Background: an optimization exercise with open tools, aiming at small area. Do not read the settings as production practice.
Only simulation tests tie the RTL to the original design; equivalence was not proved.
The flow treats the clock pin as an ideal source, which a real chip does not have.
Power figures rest on the tool's default switching activity, not on a simulated workload.

--- design/flow/standard.sh ---
#!/bin/bash
# synth_recipe.tcl (not shown) runs the flow's synth.tcl, then flattens the netlist and writes it again
# the make line also repeats each setting of config.mk as NAME=value (left out here)
make -C /OpenROAD-flow-scripts/flow DESIGN_CONFIG=/design/flow/config.mk WORK_HOME=/design/flow/orfs CLKGATE_MAP_FILE= SYNTH_SCRIPT=/design/flow/synth_recipe.tcl "${@:-finish}"
--- design/flow/config.mk ---
export PLATFORM = sky130hd
export DESIGN_NAME = pi6502_orch
export DESIGN_NICKNAME = pi6502_orch
export VERILOG_FILES = /design/flow/design.v
export SDC_FILE = /design/flow/constraint.sdc
export NUM_CORES = 4
export LEC_CHECK = 0
export CAP_MARGIN = 0
export CORE_MARGIN = 2
export CORE_UTILIZATION = 25
export SLEW_MARGIN = 0
--- design/flow/flow/abcA.script ---
strash
write_blif orig.blif
&get -n
&st
&dch
&nf -R 1000
&put
cec orig.blif
--- design/flow/flow/dont_use.txt ---
sky130_fd_sc_hd__lpflow_bleeder_1
sky130_fd_sc_hd__lpflow_clkbufkapwr_1
sky130_fd_sc_hd__lpflow_clkbufkapwr_16
sky130_fd_sc_hd__lpflow_clkbufkapwr_2
sky130_fd_sc_hd__lpflow_clkbufkapwr_4
sky130_fd_sc_hd__lpflow_clkbufkapwr_8
sky130_fd_sc_hd__lpflow_clkinvkapwr_1
sky130_fd_sc_hd__lpflow_clkinvkapwr_16
sky130_fd_sc_hd__lpflow_clkinvkapwr_2
sky130_fd_sc_hd__lpflow_clkinvkapwr_4
sky130_fd_sc_hd__lpflow_clkinvkapwr_8
sky130_fd_sc_hd__lpflow_decapkapwr_12
sky130_fd_sc_hd__lpflow_decapkapwr_3
sky130_fd_sc_hd__lpflow_decapkapwr_4
sky130_fd_sc_hd__lpflow_decapkapwr_6
sky130_fd_sc_hd__lpflow_decapkapwr_8
sky130_fd_sc_hd__lpflow_inputiso0n_1
sky130_fd_sc_hd__lpflow_inputiso0p_1
sky130_fd_sc_hd__lpflow_inputiso1n_1
sky130_fd_sc_hd__lpflow_inputiso1p_1
sky130_fd_sc_hd__lpflow_inputisolatch_1
sky130_fd_sc_hd__lpflow_isobufsrc_1
sky130_fd_sc_hd__lpflow_isobufsrc_16
sky130_fd_sc_hd__lpflow_isobufsrc_2
sky130_fd_sc_hd__lpflow_isobufsrc_4
sky130_fd_sc_hd__lpflow_isobufsrc_8
sky130_fd_sc_hd__lpflow_isobufsrckapwr_16
sky130_fd_sc_hd__lpflow_lsbuf_lh_hl_isowell_tap_1
sky130_fd_sc_hd__lpflow_lsbuf_lh_hl_isowell_tap_2
sky130_fd_sc_hd__lpflow_lsbuf_lh_hl_isowell_tap_4
sky130_fd_sc_hd__lpflow_lsbuf_lh_isowell_4
sky130_fd_sc_hd__lpflow_lsbuf_lh_isowell_tap_1
sky130_fd_sc_hd__lpflow_lsbuf_lh_isowell_tap_2
sky130_fd_sc_hd__lpflow_lsbuf_lh_isowell_tap_4
sky130_fd_sc_hd__probe_p_8
sky130_fd_sc_hd__probec_p_8
--- design/flow/flow/abc6.script ---
strash
write_blif orig.blif
&get -n
&st
&dc2
&dch -f
&nf -R 1000
&st
&dc2
&dch -f
&nf -R 1000
&put
cec orig.blif
--- design/flow/flow/abc9.script ---
strash
write_blif orig.blif
&get -n
&st
&b -d
&syn3
&dch -f
&nf -a -R 1000
&put
mfs2 -a
&get -n
&st
&dch
&nf -a -R 1000
&put
cec orig.blif
--- design/flow/flow/abc1.script ---
strash
write_blif orig.blif
&get -n
&st
&syn2
&dch -f
&nf -a -R 1000
&put
mfs2 -a
&get -n
&st
&dch -f
&nf -a -R 1000
&put
cec orig.blif
--- design/flow/flow/abc7.script ---
strash
write_blif orig.blif
&get -n
&st
&if -K 4 -a
&mfs
&st
&dch -f
&nf -a -R 1000
&put
cec orig.blif
--- design/flow/flow/abc2.script ---
strash
write_blif orig.blif
&get -n
&st
&dch
&nf -R 1000
&st
&syn2
&if -g -K 6
&synch2
&nf -R 1000
&st
&syn2
&dch
&nf -R 1000
&st
&syn2
&dch
&nf -R 1000
&put
topo
cec orig.blif
--- design/flow/flow/clkroot.tcl ---
# The clock tree: one clock buffer between the clock port and every register's
# clock pin. The registers are first gathered around their centre (detailed
# placement legalizes them) so that the buffer drives a short net; the buffer
# goes at that centre.
set block [ord::get_db_block]
set master [[ord::get_db] findMaster $::env(CLKROOT_CELL)]
set clknet [$block findNet clk]
set xs 0
set ys 0
set n 0
set sinks [$clknet getITerms]
foreach it $sinks {
  set bb [[$it getInst] getBBox]
  incr xs [expr {([$bb xMin] + [$bb xMax]) / 2}]
  incr ys [expr {([$bb yMin] + [$bb yMax]) / 2}]
  incr n
}
set cx [expr {$xs / $n}]
set cy [expr {$ys / $n}]
foreach it $sinks {
  [$it getInst] setLocation $cx $cy
}
detailed_placement
set newnet [odb::dbNet_create $block clknet_root]
set inst [odb::dbInst_create $block $master clkbuf_root]
foreach it $sinks {
  $it disconnect
  $it connect $newnet
}
[$inst findITerm A] connect $clknet
[$inst findITerm X] connect $newnet
$newnet setSigType CLOCK
$inst setLocation $cx $cy
$inst setPlacementStatus PLACED
puts "clkroot: $n clock pins moved behind [$master getName]"
--- design/flow/flow/abc4.script ---
strash
write_blif orig.blif
&get -n
&st
&synch2
&dch -f
&nf -a -R 2000
&put
mfs2 -a
&get -n
&st
&synch2
&dch -f
&nf -a -R 2000
&put
cec orig.blif
--- design/flow/flow/abc8.script ---
strash
write_blif orig.blif
&get -n
&st
&synch2
&if -K 5 -a
&mfs
&st
&dch -f
&nf -a -R 1000
&put
cec orig.blif
--- design/flow/flow/abc5.script ---
strash
write_blif orig.blif
&get -n
&st
&dc2
&dc2
&dch -f
&nf -a -R 1000
&put
mfs2 -a
&get -n
&st
&dch -f
&nf -R 1000
&put
cec orig.blif
--- design/flow/flow/reopt.tcl ---
# Re-map the combinational logic of the standard synthesis netlist for area.
# The flip-flops stay the same instances (same names and cell types); only the
# gates between them are re-mapped. Several area-oriented ABC scripts are tried
# and the smallest result kept; the best few netlists are fed back to the
# same scripts for a few rounds. ABC proves each result equal to its input
# (cec); a result it cannot prove is dropped.
set lib $::env(FLOW_HOME)/platforms/sky130hd/lib/sky130_fd_sc_hd__tt_025C_1v80.lib
set top $::env(FLOW_TOP)
set dont_use {}
foreach c [split [read [open flow/dont_use.txt]] " \n"] {
  if {$c ne ""} { lappend dont_use -dont_use $c }
}
set scripts [lsort [glob flow/abc*.script]]

proc area_of {top lib} {
  yosys tee -q -o reopt_stat.txt stat -liberty $lib $top
  set f [open reopt_stat.txt]
  set txt [read $f]
  close $f
  regexp {Chip area for module '\\[^']*': ([0-9.]+)} $txt -> a
  return $a
}

yosys read_liberty -ignore_miss_func -ignore_miss_dir $lib
yosys read_verilog $::env(REOPT_IN)
yosys hierarchy -top $top
yosys setattr -mod -set keep_hierarchy 1 sky130_fd_sc_hd__dfxtp_1
yosys flatten
yosys rename -hide w:*.*
yosys opt -purge
set best 1e9
yosys design -save best
# Beam search: each round re-maps each of the (up to) three smallest netlists
# of the round before with every script; the smallest netlist seen is kept.
yosys design -save beam0
set beam {beam0}
for {set round 1} {$round <= 5} {incr round} {
  set results {}
  set k 0
  foreach b $beam {
    foreach s $scripts {
      yosys design -load $b
      yosys read_liberty -overwrite -ignore_miss_func -ignore_miss_dir $lib
      yosys setattr -mod -set keep_hierarchy 1 sky130_fd_sc_hd__dfxtp_1
      yosys flatten $top
      yosys rename -hide w:*.*
      yosys opt -purge $top
        yosys tee -q -o reopt_abc.txt abc -script $s -liberty $lib {*}$dont_use $top
      yosys opt_clean -purge
      set f [open reopt_abc.txt]
      set txt [read $f]
      close $f
      if {![regexp {Networks are equivalent} $txt]} {
        puts "reopt: round $round $b $s not proven equivalent, skipped"
        continue
      }
      yosys tee -q -o reopt_sel.txt select -count $top/t:\$*
      set f [open reopt_sel.txt]
      set txt [read $f]
      close $f
      if {![regexp {\m0 objects} $txt]} {
        puts "reopt: round $round $b $s left unmapped cells, skipped"
        continue
      }
      set a [area_of $top $lib]
      puts "reopt: round $round $b $s area $a"
      set dup 0
      foreach r $results { if {abs([lindex $r 0] - $a) < 0.01} { set dup 1 } }
      if {$dup} { continue }
      yosys design -save cand$k
      lappend results [list $a cand$k]
      incr k
      if {$a < $best - 0.01} {
        set best $a
        yosys design -save best
      }
    }
  }
  if {[llength $results] == 0} { break }
  set results [lsort -real -index 0 $results]
  set beam {}
  set i 0
  foreach r [lrange $results 0 2] {
    yosys design -load [lindex $r 1]
    yosys design -save beam$i
    lappend beam beam$i
    incr i
  }
}
puts "reopt: kept area $best"
yosys design -load best
yosys hilomap -singleton -hicell sky130_fd_sc_hd__conb_1 HI -locell sky130_fd_sc_hd__conb_1 LO
yosys insbuf -buf sky130_fd_sc_hd__buf_4 A X
yosys opt_clean -purge
yosys select $top
yosys stat -liberty $lib
yosys write_verilog -noattr -nohex -nodec -selected $::env(REOPT_OUT)
--- design/flow/flow/clkslew.tcl ---
# Largest slew at a register clock pin of the finished layout, with its
# extracted parasitics; printed as "CLKSLEW <ns>".
set p $::env(FLOW_HOME)/platforms/sky130hd
set r $::env(RESULTS)
read_lef $p/lef/sky130_fd_sc_hd.tlef
read_lef $p/lef/sky130_fd_sc_hd_merged.lef
read_liberty $p/lib/sky130_fd_sc_hd__tt_025C_1v80.lib
read_db $r/6_final.odb
read_sdc $r/6_final.sdc
read_spef $r/6_final.spef
set_propagated_clock [all_clocks]
set worst 0
foreach pin [get_pins -hierarchical */CLK] {
  foreach prop {slew_max_rise slew_max_fall} {
    set s [get_property $pin $prop]
    if {$s > $worst} { set worst $s }
  }
}
puts "CLKSLEW $worst"
--- design/flow/flow/abcB.script ---
strash
write_blif orig.blif
&get -n
&st
&syn4
&dch -f
&nf -a -R 1000
&put
mfs2 -a
&get -n
&st
&syn2
&dch -f
&nf -R 1000
&put
cec orig.blif
--- design/flow/constraint.sdc ---
create_clock -name core_clock -period 5.0 [get_ports {clk}]
set_input_delay 1.0000 -clock core_clock [delete_from_list [all_inputs] [get_ports {clk}]]
set_output_delay 1.0000 -clock core_clock [all_outputs]
set_load 0.01 [all_outputs]
--- design/flow/flow/abc3.script ---
strash
write_blif orig.blif
&get -n
&st
&syn2
&dch -f
&nf -R 1000
&st
&syn2
&dch -f
&nf -R 1000
&st
&dch -f
&nf -R 1000
&put
cec orig.blif
--- design/flow/flow/run.sh ---
#!/bin/bash
# Standard synthesis, its gates re-mapped for area (flip-flops untouched), then
# the standard layout with the smallest buffer cell on the ports and a clock
# tree of one buffer. Each tool writes its full output to a log of its own here.
set -euo pipefail
export BUFFER_PORTS_ARGS="-buffer_cell sky130_fd_sc_hd__buf_1"
export SKIP_REPAIR_TIE_FANOUT=1
export CLKROOT_CELL=sky130_fd_sc_hd__buf_4
export PRE_CTS_TCL="$PWD/flow/clkroot.tcl"
export CTS_ARGS="-clk_nets clk -repair_clock_nets -dont_use_dummy_load"
R=orfs/results/${FLOW_PLATFORM}/pi6502_orch/base
bash standard.sh synth > standard_synth.log 2>&1
cp $R/1_2_yosys.v standard_1_2_yosys.v
REOPT_IN=standard_1_2_yosys.v REOPT_OUT=reopt_1_2_yosys.v yosys -c flow/reopt.tcl > reopt_yosys.log 2>&1
cp reopt_1_2_yosys.v $R/1_2_yosys.v
bash standard.sh > standard_flow.log 2>&1
RESULTS=$R openroad -no_init -exit flow/clkslew.tcl > clkslew.log 2>&1
slew=$(awk '/^CLKSLEW/{print $2}' clkslew.log)
if awk -v s="$slew" 'BEGIN{exit !(s == "" || s > 0.115)}'; then
  export CLKROOT_CELL=sky130_fd_sc_hd__clkbuf_8
  bash standard.sh clean_cts clean_route clean_finish > standard_clean.log 2>&1
  bash standard.sh > standard_flow2.log 2>&1
  RESULTS=$R openroad -no_init -exit flow/clkslew.tcl > clkslew2.log 2>&1
fi
--- design/flow/design.v ---
module pi6502_orch (
    input  wire        clk,
    input  wire        rst,           
    output wire        cpu_clk,
    output wire        cpu_rst,       
    input  wire        cpu_rw,        
    input  wire [15:0] cpu_addr,
    input  wire [7:0]  cpu_din,       
    output wire [7:0]  cpu_dout,      
    output wire        cpu_doe,       
    output wire        mem_en,
    output wire        mem_we,
    output wire [15:0] mem_addr,
    output wire [7:0]  mem_wdata,
    input  wire [7:0]  mem_rdata,
    output wire        key_poll,
    input  wire        key_valid,
    input  wire [7:0]  key_code,
    output wire        con_valid,
    output wire [1:0]  con_kind,      
    output wire [6:0]  con_char,
    output wire        rej_valid,
    output wire [15:0] rej_addr,
    output wire [7:0]  rej_data
);
    reg  [10:0] c;       
    reg         bus;     
    reg         f;       
    wire ends   = c[7] & c[6] & c[2] & c[1] & c[0];
    wire poll   = bus & ends;                                    
    wire seqend = ends & c[10] & c[9] & c[8] & c[3];             
    wire use_cpu = bus & c[1] & ~c[0];                           
    wire is_kbd  = (cpu_addr == 16'hD010);
    wire is_dsp  = (cpu_addr == 16'hD012);
    wire is_brom = (cpu_addr[15:8] == 8'hFF);
    wire is_rom  = (cpu_addr[15:12] == 4'hE) || is_brom;
    wire kbd_rd  = cpu_rw & is_kbd;
    wire wr      = ~cpu_rw & use_cpu;
    wire [6:0] dsp_c     = cpu_din[6:0];
    wire       dsp_drop  = (dsp_c == 7'h00) || (dsp_c == 7'h7F) || (dsp_c == 7'h0A);
    wire       dsp_break = (dsp_c == 7'h0D);
    wire key_is_reset = (key_code == 8'h52) || (key_code == 8'h72);
    wire key_lf       = (key_code == 8'h0A);
    wire [6:0] key_norm = key_lf ? 7'h0D : key_code[6:0];
    wire keystore     = poll & key_valid & ~key_is_reset;
    wire notice       = poll & key_valid & key_is_reset;
    assign cpu_clk  = c[0] | (bus & c[1]);
    assign cpu_rst  = ~(c[10] | c[9] | c[8] | (c[7] & c[6] & (c[5] | c[4] | c[3])));   
    assign cpu_doe  = cpu_rw;
    assign cpu_dout = mem_rdata;
    assign mem_en   = 1'b1;
    assign mem_we   = f
                    | (bus & c[0] & (kbd_rd | keystore))
                    | (wr & ~is_rom & ~is_dsp);
    assign mem_addr = use_cpu ? cpu_addr : {14'b1101_0000_0001_00, f & c[0], ~c[1]};
    assign mem_wdata = ({8{use_cpu}} & cpu_din)
                     | ({8{keystore}} & {1'b1, key_norm})
                     | {f & bus, 7'b0};
    assign key_poll  = poll;
    assign con_valid = (wr & is_dsp & ~dsp_drop) | notice;
    assign con_kind  = {c[0], dsp_break & ~c[0]};
    assign con_char  = dsp_c;
    assign rej_valid = wr & is_brom;
    assign rej_addr  = {8'hFF, cpu_addr[7:0]};    
    assign rej_data  = cpu_din;
    always @(posedge clk) begin
        if (rst) begin
            c   <= 11'd0;
            bus <= 1'b0;
            f   <= 1'b1;
        end else begin
            c   <= (poll | seqend) ? 11'd0 : c + 11'd1;
            if (seqend)
                bus <= 1'b1;
            else if (notice)
                bus <= 1'b0;
            f   <= keystore | (f & ~bus & ~c[1]);
        end
    end
endmodule
==> results of run 1 <==
path summary, 6_finish.rpt:
check / startpoint / to / slack, ns / cells past startpoint
setup reg to reg: c[0]$_SDFF_PP0_ / c[8]$_SDFF_PP0_ / 2.71 / 6
hold / removal: c[5]$_SDFF_PP0_ / c[5]$_SDFF_PP0_ / 0.54 / 2
setup / recovery: c[0]$_SDFF_PP0_ / mem_wdata[2] / 1.52 / 7
hold reg to reg: c[5]$_SDFF_PP0_ / c[5]$_SDFF_PP0_ / 0.54 / 2
sequential cells by signal, summed over array words and instances, names as in the netlist:
| name | cells |
|---|---|
| c | 11 |
| bus | 1 |
| f | 1 |
power breakdown:
part	switching, mW	internal, mW	total (mW)
clock	0.0241	0.0106	0.0347
sequential	0.00536	0.106	0.112
combinational	0.0324	0.0172	0.0496
metal layers:
| layer | up-vias | part of all wire | GRT usage |
|---|---|---|---|
| met5 | - | 0 | 0 |
| met4 | 0 | 0 | 0.00412 |
| met3 | 0 | 0.083 | 0.00694 |
| met2 | 63 | 0.46 | 0.204 |
| met1 | 556 | 0.45 | 0.184 |
| li1 | 635 | - | - |
layout make-up:
cell class              instances  area (um^2)
fillers                       502         3170
multi-input cells             106          594
repair buffers                 91          342
flip-flops and latches         13          260
well taps                      52         65.1
plain buffers                   1         7.51
inverters                       1         3.75
worst max-delay path: cells and delay by family (launching register included):
family	cells	cell delay [ns]
compound gates	1	0.19
buf+inv	1	0.15
simple gates	5	1.32
flops	1	0.67
cell usage in the layout (no fill, tap or decap):
| master | count |
|---|---|
| o21ai_0 | 6 |
| nand4_1 | 4 |
| a211o_1 | 1 |
| a221o_1 | 1 |
| nor2_1 | 12 |
| nand2_1 | 16 |
| xnor2_1 | 2 |
| xor2_1 | 1 |
| nor4_1 | 5 |
| o31ai_1 | 1 |
| nor3_1 | 10 |
| a22o_1 | 4 |
| a31oi_1 | 1 |
| buf_4 | 1 |
| dfxtp_1 | 13 |
| or3_1 | 5 |
| o311a_1 | 1 |
| nor2b_1 | 1 |
| buf_1 | 91 |
| a21oi_1 | 7 |
| nand3_1 | 4 |
| and4_1 | 1 |
| nand2b_1 | 2 |
| conb_1 | 1 |
| a32o_1 | 1 |
| and2_0 | 11 |
| a211oi_1 | 2 |
| clkinv_1 | 1 |
| and3_1 | 6 |
==> results.txt, run 1 <==
- CP Class: reg2out
- Post-DP HPWL: 2590 um
- Vias post-DR: 1254
- RSZ-0062 raised after global routing: false
- Remaining antenna violation count: 0
- Total Neg Setup Slack: 0 ns
- Largest net degree at the start of global routing: 21
- First-pass GRT wire length: 5280 um
- Final period util: 0.695
- Post-place setup slack: 1.59 ns
- Post-layout min period: 3.48 ns
- Maximum achievable frequency: 0.288 GHz
- Critical path, cell by cell: and3_1 -> and4_1 -> nand2_1 -> nor2_1 -> o21ai_0 -> nand2_1 -> buf_1
- Starting Density: 0.264
- WP data required: 4.00 ns
- Num rows: 24
- Nets: 258
- Crit end category: output port
- Fin worst setup slack: 1.52 ns
- Final core area utilization: 0.286
- Die height: 72.5 um
- Ys Warns: 1
- Clock transition at path regs: 0.11 ns
- Startpoint class of the critical path: register
- Hold_buf cts: 0
- Antenna Diode Count: 0
- Placed Area: 1260 um^2
- Crit Path Max Fanout: 15
- Drt first pass iters: 4
- Final setup viols: 0
- DRT iter0 DRCs: 51
- Critical Path AT: 2.48 ns
- Cts repair resizes: 0
- Worst-skew pair later-pin latency: 0.15 ns
- Cell mode on critical path: nand2_1
- Die width: 72.5 um
- Setup bufs post-CTS: 0
- Gr usage total: 0.123
- Vias per cell: 4.75
- Share of layout cells above drive strength 1: 0.00472
- Slowest CP cell: dfxtp_1
- GP Congestion: 0.776
- Slew at the pin closest to its max-slew limit: 1.24 ns
- Slew HR: 0.172
- I/O pins: 117
- Final Hold Fails: 0
- IO buf count: 91
- DR DRC count: 0
- Syn avg cell area: 7.24 um^2
- Syn nets: 206
- Clock Skews: 0.000931 ns
- Max_cap viols: 0
- Overflow after GRT: 0
- Post-route design area: 1270 um^2
- VDD IR max: 0.0000663 V
- Cells after synthesis: 162
- Post-Synthesis Cell Area: 1170 um^2
- Pwr Total: 196 uW
- Leakage: 0.418 nW
- Drt wl/cell: 13.3 um
- Initial antenna violation count: 0
- Power per cell area: 154 nW/um^2
- Total die area: 5260 um^2
- Max-slew violations: 0
- Non-Filler Instances: 264
- Number of global-route vias before repair: 1053
- Final WL: 3510 um
- Slowest Stage Delay on Critical Path: 0.67 ns
- CORE AREA: 4440 um^2
- Worst hold path class: reg2reg
- Hold WS: 0.542 ns
- Placed cells: 263
- Status: no timing/DRC/antenna violations
- Area growth syn-to-layout: 8.42%
==> inputs of run 2 (changes only) <==
--- a/design/flow/design.v
+++ b/design/flow/design.v
@@ -28,6 +28,6 @@
     reg         f;       
-    wire ends   = c[7] & c[6] & c[2] & c[1] & c[0];
-    wire poll   = bus & ends;                                    
-    wire seqend = ends & c[10] & c[9] & c[8] & c[3];             
-    wire use_cpu = bus & c[1] & ~c[0];                           
+    wire ends    = c[8] & c[7] & c[3] & c[2] & c[1] & c[0];
+    wire poll    = bus & ends;                              
+    wire seqend  = ends & c[10] & c[9] & c[6];               
+    wire use_cpu = bus & c[2] & c[1] & ~c[0];                
     wire is_kbd  = (cpu_addr == 16'hD010);
@@ -46,4 +46,4 @@
     wire notice       = poll & key_valid & key_is_reset;
-    assign cpu_clk  = c[0] | (bus & c[1]);
-    assign cpu_rst  = ~(c[10] | c[9] | c[8] | (c[7] & c[6] & (c[5] | c[4] | c[3])));   
+    assign cpu_clk  = bus ? c[2] : c[0];
+    assign cpu_rst  = bus | ~(c[10] | c[9] | c[8] | (c[7] & c[6] & (c[5] | c[4] | c[3])));   
     assign cpu_doe  = cpu_rw;
@@ -52,5 +52,5 @@
     assign mem_we   = f
-                    | (bus & c[0] & (kbd_rd | keystore))
+                    | (bus & c[1] & c[0] & (kbd_rd | keystore))
                     | (wr & ~is_rom & ~is_dsp);
-    assign mem_addr = use_cpu ? cpu_addr : {14'b1101_0000_0001_00, f & c[0], ~c[1]};
+    assign mem_addr = use_cpu ? cpu_addr : {14'b1101_0000_0001_00, f & c[0], ~c[2]};
     assign mem_wdata = ({8{use_cpu}} & cpu_din)
@@ -76,3 +76,3 @@
                 bus <= 1'b0;
-            f   <= keystore | (f & ~bus & ~c[1]);
+            f   <= keystore | (f & ~bus & ~c[2]);
         end
--- a/design/flow/config.mk
+++ b/design/flow/config.mk
@@ -7,5 +7,5 @@
 export LEC_CHECK = 0
-export CAP_MARGIN = 0
+export CAP_MARGIN = 20
 export CORE_MARGIN = 2
 export CORE_UTILIZATION = 25
-export SLEW_MARGIN = 0
+export SLEW_MARGIN = 20
==> results.txt, run 2 <==
- Status: no timing/DRC/antenna violations
- Post-layout min period: 3.52 ns (+0.0404 ns)
- VDD IR max: 0.0000679 V (+2.5%)
- Overflow after GRT: 0 (unchanged)
- Worst hold path class: reg2reg
- Max FFs per register: 11 (unchanged)
- DRT iter0 DRCs: 63 (+24%)
- Final period util: 0.704 (+0.00809)
- Setup bufs post-CTS: 0 (unchanged)
- Drt first pass iters: 4 (unchanged)
- GR Util met3: 0.0207 (+0.0138)
- Largest net degree at the start of global routing: 21 (unchanged)
- Final WL: 3110 um (-11%)
- Area growth syn-to-layout: 8.78%
- Leakage: 0.396 nW (-5.3%)
- Met2 GRT Util: 0.182 (-0.0221)
- Hold_buf cts: 0 (unchanged)
- First-pass GRT wire length: 4490 um (-15%)
- Max_cap viols: 0 (unchanged)
- Clock Power Share: 0.179 (+0.002)
- Remaining antenna violation count: 0 (unchanged)
- RSZ-0062 raised after global routing: false
- Sw Ratio: 0.310 (-0.00518)
- GP Congestion: 0.754 (-2.8%)
- Total die area: 5300 um^2 (+0.70%)
- Max-slew violations: 0 (unchanged)
- DR DRC count: 0 (unchanged)
- Nets: 259 (+0.39%)
- Starting Density: 0.255 (-0.00867)
- Most common cell after layout, fill and taps aside: buf_1
- Number of global-route vias before repair: 982 (-6.7%)
- Share of layout cells above drive strength 1: 0.00939 (+0.00467)
- Cts repair resizes: 0 (unchanged)
- Crit end category: output port
- Initial antenna violation count: 0 (unchanged)
- Crit Path Max Fanout: 15 (unchanged)
- Clock Skews: 0.00108 ns (+0.000147 ns)
- Vias post-DR: 1272 (+1.4%)
- Most frequent cells in the layout: buf_1 (91), nand2_1 (18), nor2_1 (14)
- Most Used Layer, Global Route: met2
- IO buf count: 91 (unchanged)
- Vias per cell: 4.76 (+0.30%)
- Post-place setup slack: 1.66 ns (+0.0721 ns)
- Register share of total power: 0.574 (+0.004)
- Fin worst setup slack: 1.48 ns (-0.0404 ns)
- Drt wl/cell: 11.7 um (-12%)
- I/O pins: 117 (unchanged)
- Die height: 72.8 um (+0.35%)
- Biggest register: c
- Critical Path AT: 2.52 ns (+0.04 ns)
- Final Hold Fails: 0 (unchanged)
- Post-DP HPWL: 2360 um (-9.1%)
- CORE AREA: 4630 um^2 (+4.2%)
- Startpoint class of the critical path: register
- Die width: 72.8 um (+0.35%)
- Cells after synthesis: 163 (+0.62%)
- Clock transition at path regs: 0.11 ns (about the same)
- WP data required: 4.00 ns (about the same)
- Final setup viols: 0 (unchanged)
- Slew at the pin closest to its max-slew limit: 0.652 ns (-0.586 ns)
- M1 GR Usage: 0.127 (-0.0574)
- Num rows: 25 (+4.2%)
- Worst-skew pair later-pin latency: 0.15 ns (about the same)
- Gr usage total: 0.101 (-0.0215)
- Biggest registers after layout: c: 11 flops, bus: 1 flops, f: 1 flops
- Post-Synthesis Cell Area: 1180 um^2 (+0.75%)
- Power per cell area: 150 nW/um^2 (-2.5%)
- Antenna Diode Count: 0 (unchanged)
- Int Pwr: 133 uW (-0.74%)
- Logic pwr share: 0.247 (-0.006)
- Ys Warns: 1 (unchanged)
- Sw Pwr: 59.9 uW (-3.1%)
- CP Class: reg2out
- Slew HR: 0.565 (+0.393)
- Syn nets: 207 (+0.49%)
- Total Neg Setup Slack: 0 ns (unchanged)
- Maximum achievable frequency: 0.284 GHz (-1.1%)
- Syn avg cell area: 7.25 um^2 (+0.13%)
## run 2: layer usage
layer  share of wire  wire length (um)
met5               0                 0
met4          0.0045                14
met1            0.44              1360
met2            0.47              1460
met3           0.091               283
## run 2: worst paths after layout
| kind | start | endpoint | slack [ns] | cells after the start |
|---|---|---|---|---|
| max | c[0]$_SDFF_PP0_ | mem_wdata[1] | 1.48 | 8 |
| max reg2reg | c[0]$_SDFF_PP0_ | f$_SDFF_PP1_ | 2.84 | 6 |
| min | c[4]$_SDFF_PP0_ | c[4]$_SDFF_PP0_ | 0.54 | 2 |
| min reg2reg | c[4]$_SDFF_PP0_ | c[4]$_SDFF_PP0_ | 0.54 | 2 |
## run 2: power by group through the flow
stage                     clock (mW)  sequential [mW]  combinational, mW
after floorplan                    0            0.112             0.0462
after global placement             0            0.113             0.0472
after detailed placement           0            0.113             0.0473
after CTS                     0.0263            0.113             0.0478
after global routing          0.0364            0.112             0.0540
final                         0.0345            0.111             0.0477
## run 2: critical path, stage by stage, from the launching register on
cell,delay (ns)
dfxtp_1,0.64
and3_1,0.33
and4_1,0.24
and2_0,0.21
nand2_1,0.07
nor2_1,0.44
nand2_1,0.10
o21ai_0,0.16
buf_1,0.17
## run 2: area by class of cell
cell class                      count  area, um^2
Buffer                              1        7.51
Fill cell                         493        3340
Multi-Input combinational cell    108         609
Sequential cell                    13         260
Tap cell                           54        67.6
Timing Repair Buffer               91         342
## run 2: per-stage QoR
step / hold slack, ns / area [um^2] / utilization / total power [mW] / instances
global route: 0.579 / 1290 / 0.278 / 0.202 / 267
floorplan: 0.460 / 1180 / - / 0.158 / 163
finish: 0.540 / 1290 / 0.278 / 0.193 / 267
CTS: 0.521 / 1280 / 0.277 / 0.187 / 267
global placement: 0.494 / 1280 / 0.276 / 0.160 / 266
detailed placement: 0.508 / 1280 / 0.276 / 0.161 / 266
==> inputs of run 3 (changes only) <==
--- a/design/flow/config.mk
+++ b/design/flow/config.mk
@@ -7,5 +7,5 @@
 export LEC_CHECK = 0
-export CAP_MARGIN = 20
+export CAP_MARGIN = 0
 export CORE_MARGIN = 2
 export CORE_UTILIZATION = 25
-export SLEW_MARGIN = 20
+export SLEW_MARGIN = 0
==> results.txt, run 3 <==
- Status: no timing/DRC/antenna violations
- Power per cell area: 150 nW/um^2 (+0.13%)
- Cts repair resizes: 0 (unchanged)
- Gr usage total: 0.101 (unchanged)
- Post-layout min period: 3.50 ns (-0.0208 ns)
- Largest net degree at the start of global routing: 21 (unchanged)
- Most frequent cells in the layout: buf_1 (91), nand2_1 (18), nor2_1 (15)
- Leakage: 0.397 nW (+0.10%)
- DR DRC count: 0 (unchanged)
- Placed cells: 266 (unchanged)
- Worst hold start: c[4]$_SDFF_PP0_
- Startpoint class of the critical path: register
- Worst R2R Setup Slack: 2.87 ns (+0.03 ns)
- Biggest registers after layout: c: 11 flops, bus: 1 flops, f: 1 flops
- Die height: 72.8 um (unchanged)
- Worst hold path class: reg2reg
- Total Neg Setup Slack: 0 ns (unchanged)
- R2r worst-path depth: 6 (unchanged)
- Most common cell after layout, fill and taps aside: buf_1
- Cell mode on critical path: nand2_1
- Post-Synthesis Cell Area: 1180 um^2 (unchanged)
- Placed Area: 1280 um^2 (unchanged)
- Slew at the pin closest to its max-slew limit: 1.07 ns (+0.415 ns)
- Max_cap viols: 0 (unchanged)
- Critical Path AT: 2.50 ns (-0.02 ns)
- IO buf count: 91 (unchanged)
- Slowest CP cell: dfxtp_1
- Ys Warns: 1 (unchanged)
- Worst Hold End: c[4]$_SDFF_PP0_
- Worst-skew pair later-pin latency: 0.15 ns (about the same)
- Die width: 72.8 um (unchanged)
- Post-route design area: 1280 um^2 (-0.19%)
- Clock Skews: 0.00108 ns (unchanged)
- Max FFs per register: 11 (unchanged)
- Setup bufs post-CTS: 0 (unchanged)
- Number of global-route vias before repair: 982 (unchanged)
- I/O pins: 117 (unchanged)
- Cells after synthesis: 163 (unchanged)
- Worst R2R End: f$_SDFF_PP1_
- Hold path depth: 2 (unchanged)
- Slew HR: 0.287 (-0.279)
- CP Class: reg2out
- Nets: 259 (unchanged)
- Starting Density: 0.255 (unchanged)
- Biggest register: c
- First-pass GRT wire length: 4490 um (unchanged)
- Share of layout cells above drive strength 1: 0.00469 (-0.00469)
- Area growth syn-to-layout: 8.57%
- Critical path, cell by cell: and3_1 -> and4_1 -> and2_0 -> nand2_1 -> nor2_1 -> nand2_1 -> o21ai_0 -> buf_1
- Final Hold Fails: 0 (unchanged)
- Antenna Diode Count: 0 (unchanged)
- Post-DP HPWL: 2360 um (unchanged)
- GP Congestion: 0.754 (unchanged)
- Filler instances: 493 (unchanged)
- WP data required: 4.00 ns (about the same)
- Final period util: 0.699 (-0.00415)
- Non-Filler Instances: 267 (unchanged)
- Crit end category: output port
- Drt first pass iters: 4 (unchanged)
- Vias per cell: 4.73 (-0.63%)
- Syn avg cell area: 7.25 um^2 (unchanged)
- Vias post-DR: 1264 (-0.63%)
- Max-slew violations: 0 (unchanged)
- VDD IR max: 0.0000679 V (about the same)
- RSZ-0062 raised after global routing: false
- Drt wl/cell: 11.7 um (+0.16%)
- Overflow after GRT: 0 (unchanged)
- Final core area utilization: 0.277 (-0.000541)
- Slowest Stage Delay on Critical Path: 0.62 ns (-0.02 ns)
- Reg2Reg Launch Point: c[0]$_SDFF_PP0_
- Remaining antenna violation count: 0 (unchanged)
- Final setup viols: 0 (unchanged)
- Hold_buf cts: 0 (unchanged)
- Final WL: 3120 um (+0.16%)
- CORE AREA: 4630 um^2 (unchanged)
- Syn nets: 207 (unchanged)
- Crit Path Max Fanout: 15 (unchanged)
- Num rows: 25 (unchanged)
- Maximum achievable frequency: 0.286 GHz (+0.59%)
- Initial antenna violation count: 0 (unchanged)
- DRT iter0 DRCs: 66 (+4.8%)
- Clock transition at path regs: 0.11 ns (about the same)
- Total die area: 5300 um^2 (unchanged)
## run 3: area by class of cell
class	count	area (um^2)	share of cell area
Sequential cell	13	260	0.203
Buffer	1	7.51	0.00585
Tap cell	54	67.6	0.0526
Timing Repair Buffer	91	342	0.266
Multi-Input combinational cell	108	607	0.473
## run 3: worst max path at each step
stage / from / endpoint / slack [ns]
finish: c[0]$_SDFF_PP0_ / mem_wdata[1] / 1.50
global route: c[0]$_SDFF_PP0_ / mem_wdata[2] / 1.21
CTS: c[0]$_SDFF_PP0_ / mem_wdata[1] / 1.65
detailed placement: c[0]$_SDFF_PP0_ / mem_wdata[1] / 1.66
global placement: c[0]$_SDFF_PP0_ / mem_wdata[1] / 1.66
floorplan: c[0]$_SDFF_PP0_ / mem_wdata[1] / 1.96
## run 3: per-layer routing
layer / global-route usage / vias to the layer above / part of all wire
met5: 0 / - / 0
met4: 0.0144 / 0 / 0.0045
li1: - / 635 / -
met1: 0.127 / 564 / 0.44
met3: 0.0207 / 2 / 0.090
met2: 0.182 / 63 / 0.47
## run 3: power by group
group	leakage, nW	switching [mW]	internal, mW
clock	0.00480	0.0239	0.0106
combinational	0.286	0.0311	0.0165
sequential	0.105	0.00478	0.106
## run 3: through the flow
stage	hold WS, ns	setup WS [ns]	power, mW
6_report	0.540	1.50	0.193
5_1_grt	0.579	1.21	0.202
4_1_cts	0.521	1.65	0.187
3_5_place_dp	0.508	1.66	0.161
3_3_place_gp	0.494	1.66	0.160
2_1_floorplan	0.460	1.96	0.158
## run 3: worst max-delay path: cells and delay by family (launching register included)
family | cells | cell delay, ns
buffers and inverters | 1 | 0.17
DFF | 1 | 0.62
AOI/OAI and AO/OA | 1 | 0.16
and+or+nand+nor | 6 | 1.39
==> inputs of run 4 (changes only) <==
--- a/design/flow/design.v
+++ b/design/flow/design.v
@@ -76,3 +76,3 @@
                 bus <= 1'b0;
-            f   <= keystore | (f & ~bus & ~c[2]);
+            f   <= keystore | (f & ~bus & ~(c[2] & c[0]));
         end
--- a/design/flow/flow/reopt.tcl
+++ b/design/flow/flow/reopt.tcl
@@ -47,3 +47,6 @@
       yosys opt -purge $top
-        yosys tee -q -o reopt_abc.txt abc -script $s -liberty $lib {*}$dont_use $top
+      if {[catch {yosys tee -q -o reopt_abc.txt abc -script $s -liberty $lib {*}$dont_use $top} err]} {
+        puts "reopt: round $round $b $s failed: $err"
+        continue
+      }
       yosys opt_clean -purge
@@ -54,10 +57,2 @@
         puts "reopt: round $round $b $s not proven equivalent, skipped"
-        continue
-      }
-      yosys tee -q -o reopt_sel.txt select -count $top/t:\$*
-      set f [open reopt_sel.txt]
-      set txt [read $f]
-      close $f
-      if {![regexp {\m0 objects} $txt]} {
-        puts "reopt: round $round $b $s left unmapped cells, skipped"
         continue
--- a/design/flow/config.mk
+++ b/design/flow/config.mk
@@ -7,5 +7,5 @@
 export LEC_CHECK = 0
-export CAP_MARGIN = 0
+export CAP_MARGIN = 20
 export CORE_MARGIN = 2
 export CORE_UTILIZATION = 25
-export SLEW_MARGIN = 0
+export SLEW_MARGIN = 20
==> results.txt, run 4 <==
- Status: no timing/DRC/antenna violations
- Most common cell after layout, fill and taps aside: buf_1
- Num rows: 25 (unchanged)
- Max FFs per register: 11 (unchanged)
- Max_cap viols: 0 (unchanged)
- Clock Skews: 0.000720 ns (-0.000358 ns)
- Worst hold path class: reg2reg
- Critical path, cell by cell: and3_1 -> and4_1 -> and2_0 -> nand2_1 -> nor2_1 -> o21ai_0 -> nand2_1 -> buf_1
- GP Congestion: 0.757 (+0.36%)
- Post-DP HPWL: 2440 um (+3.4%)
- Non-Filler Instances: 266 (-0.37%)
- Final period util: 0.708 (+0.00846)
- Crit Path Max Fanout: 15 (unchanged)
- Post-Synthesis Cell Area: 1190 um^2 (+0.53%)
- Cts repair resizes: 0 (unchanged)
- Die width: 73.0 um (+0.25%)
- Pwr Total: 187 uW (-2.9%)
- CP Launch Point: c[0]$_SDFF_PP0_
- Max-slew violations: 0 (unchanged)
- Antenna Diode Count: 0 (unchanged)
- Die height: 73.0 um (+0.25%)
- Slowest CP cell: dfxtp_1
- CP Class: reg2out
- CP delay by family, top: simple AND/OR/NAND/NOR gates
- Post-route design area: 1290 um^2 (+0.68%)
- Initial antenna violation count: 0 (unchanged)
- Clock transition at path regs: 0.10 ns (about the same)
- Final Hold Fails: 0 (unchanged)
- Cells after synthesis: 162 (-0.61%)
- Final setup viols: 0 (unchanged)
- Leakage: 0.414 nW (+4.3%)
- Vias per cell: 4.72 (-0.34%)
- Total Neg Setup Slack: 0 ns (unchanged)
- Nets: 258 (-0.39%)
- Slew at the pin closest to its max-slew limit: 0.722 ns (-0.344 ns)
- Drt wl/cell: 12.6 um (+7.6%)
- Crit end category: output port
- Maximum achievable frequency: 0.283 GHz (-1.2%)
- WP data required: 4.00 ns (about the same)
- Reg2Reg Launch Point: c[0]$_SDFF_PP0_
- Placed Area: 1280 um^2 (+0.49%)
- Cell mode on critical path: nand2_1
- Largest net degree at the start of global routing: 21 (unchanged)
- Overflow after GRT: 0 (unchanged)
- Remaining antenna violation count: 0 (unchanged)
- Hold_buf cts: 0 (unchanged)
- Most frequent cells in the layout: buf_1 (91), nand2_1 (17), nor2_1 (13), dfxtp_1 (13), and2_0 (12)
- Final WL: 3340 um (+7.2%)
- Syn nets: 206 (-0.48%)
- Critical Path AT: 2.54 ns (+0.04 ns)
- Worst path bufs/invs: 1 (unchanged)
- DRT iter0 DRCs: 43 (-35%)
- Worst hold start: c[1]$_SDFF_PP0_
- Drt first pass iters: 4 (unchanged)
- Startpoint class of the critical path: register
- VDD IR max: 0.0000670 V (-1.4%)
- Worst-skew pair later-pin latency: 0.14 ns (about the same)
- Power per cell area: 145 nW/um^2 (-3.5%)
- Slowest Stage Delay on Critical Path: 0.62 ns (about the same)
- First-pass GRT wire length: 5110 um (+14%)
- Biggest register: c
- DR DRC count: 0 (unchanged)
- Biggest registers after layout: c: 11 flops, bus: 1 flops, f: 1 flops
- Ys Warns: 1 (unchanged)
- Post-layout min period: 3.54 ns (+0.0423 ns)
- Area growth syn-to-layout: 8.74%
- Vias post-DR: 1255 (-0.71%)
- Gr usage total: 0.116 (+0.0146)
- Share of layout cells above drive strength 1: 0.00943 (+0.00474)
- Starting Density: 0.255 (-0.000372)
- Slew HR: 0.518 (+0.232)
- Syn avg cell area: 7.34 um^2 (+1.1%)
- Placed cells: 265 (-0.38%)
- I/O pins: 117 (unchanged)
- CORE AREA: 4660 um^2 (+0.68%)
- Setup bufs post-CTS: 0 (unchanged)
- Number of global-route vias before repair: 1052 (+7.1%)
- IO buf count: 91 (unchanged)
- RSZ-0062 raised after global routing: false
- Total die area: 5320 um^2 (+0.51%)
-- run 4: worst reg2reg max path, stage by stage (launching register included) --
cell and delay (ns):
dfxtp_1 0.62, and3_1 0.35, and4_1 0.23, and2_0 0.23, nand2_1 0.08, nor2_1 0.45, nor2_1 0.08, o21ai_0 0.11
-- run 4: path summary, 6_finish.rpt --
check | cells past startpoint | slack (ns) | end
max | 8 | 1.46 | mem_wdata[2]
min | 2 | 0.54 | c[1]$_SDFF_PP0_
max reg2reg | 7 | 2.77 | f$_SDFF_PP1_
min reg2reg | 2 | 0.54 | c[1]$_SDFF_PP0_
-- run 4: cell type report --
class	instances	area (um^2)
multi-input combinational	106	612
fill	515	3370
buffer	1	7.51
sequential	13	260
inverter	1	3.75
tap	54	67.6
timing repair buffer	91	342
-- run 4: report_power, final --
part	internal (mW)	leakage [nW]	switching, mW
Combinational	0.0154	0.304	0.0304
Sequential	0.105	0.105	0.00385
Clock	0.0105	0.00480	0.0217
Total	0.131	0.414	0.0559
-- run 4: layer usage --
layer / track usage / vias to the layer above / part of all wire
met1: 0.163 / 560 / 0.47
met4: 0.00617 / 0 / 0.0042
met3: 0.00829 / 4 / 0.056
li1: - / 641 / -
met2: 0.203 / 50 / 0.47
met5: 0 / - / 0
-- run 4: per-stage QoR --
| stage | setup WS, ns | utilization | hold slack, ns |
|---|---|---|---|
| floorplan | 1.79 | - | 0.460 |
| global placement | 1.52 | 0.275 | 0.483 |
| detailed placement | 1.51 | 0.275 | 0.490 |
| CTS | 1.51 | 0.277 | 0.534 |
| global route | 1.11 | 0.277 | 0.581 |
| finish | 1.46 | 0.277 | 0.539 |

[re-timing with driven ports]
No port has a modelled driver above. Below, the same layouts with a new extraction and two added sets of constraints. Step 1: set_driving_cell puts a clkbuf_16 on clk and a buf_2 on each other input, an assumption about the parent block. Step 2 moves the port delays by t, midway between the first and last clock arrival at a register: inputs arrive t later, outputs are due t later. That takes back most of the time a late clock gives input paths. Slacks: no drivers / after step 1 / after step 2; pairs: no drivers / after step 1.
| run | t, ns | setup slack, ns | hold WS [ns] |
|---|---|---|---|
| run 1 | 0.164 | 1.523 / 1.505 / 1.593 | 0.542 / 0.542 / 0.542 |
| run 2 | 0.166 | 1.482 / 1.462 / 1.627 | 0.540 / 0.540 / 0.540 |
| run 3 | 0.166 | 1.503 / 1.483 / 1.648 | 0.540 / 0.540 / 0.540 |
| run 4 | 0.159 | 1.461 / 1.441 / 1.499 | 0.539 / 0.539 / 0.539 |
After both steps every run listed still meets setup and hold.
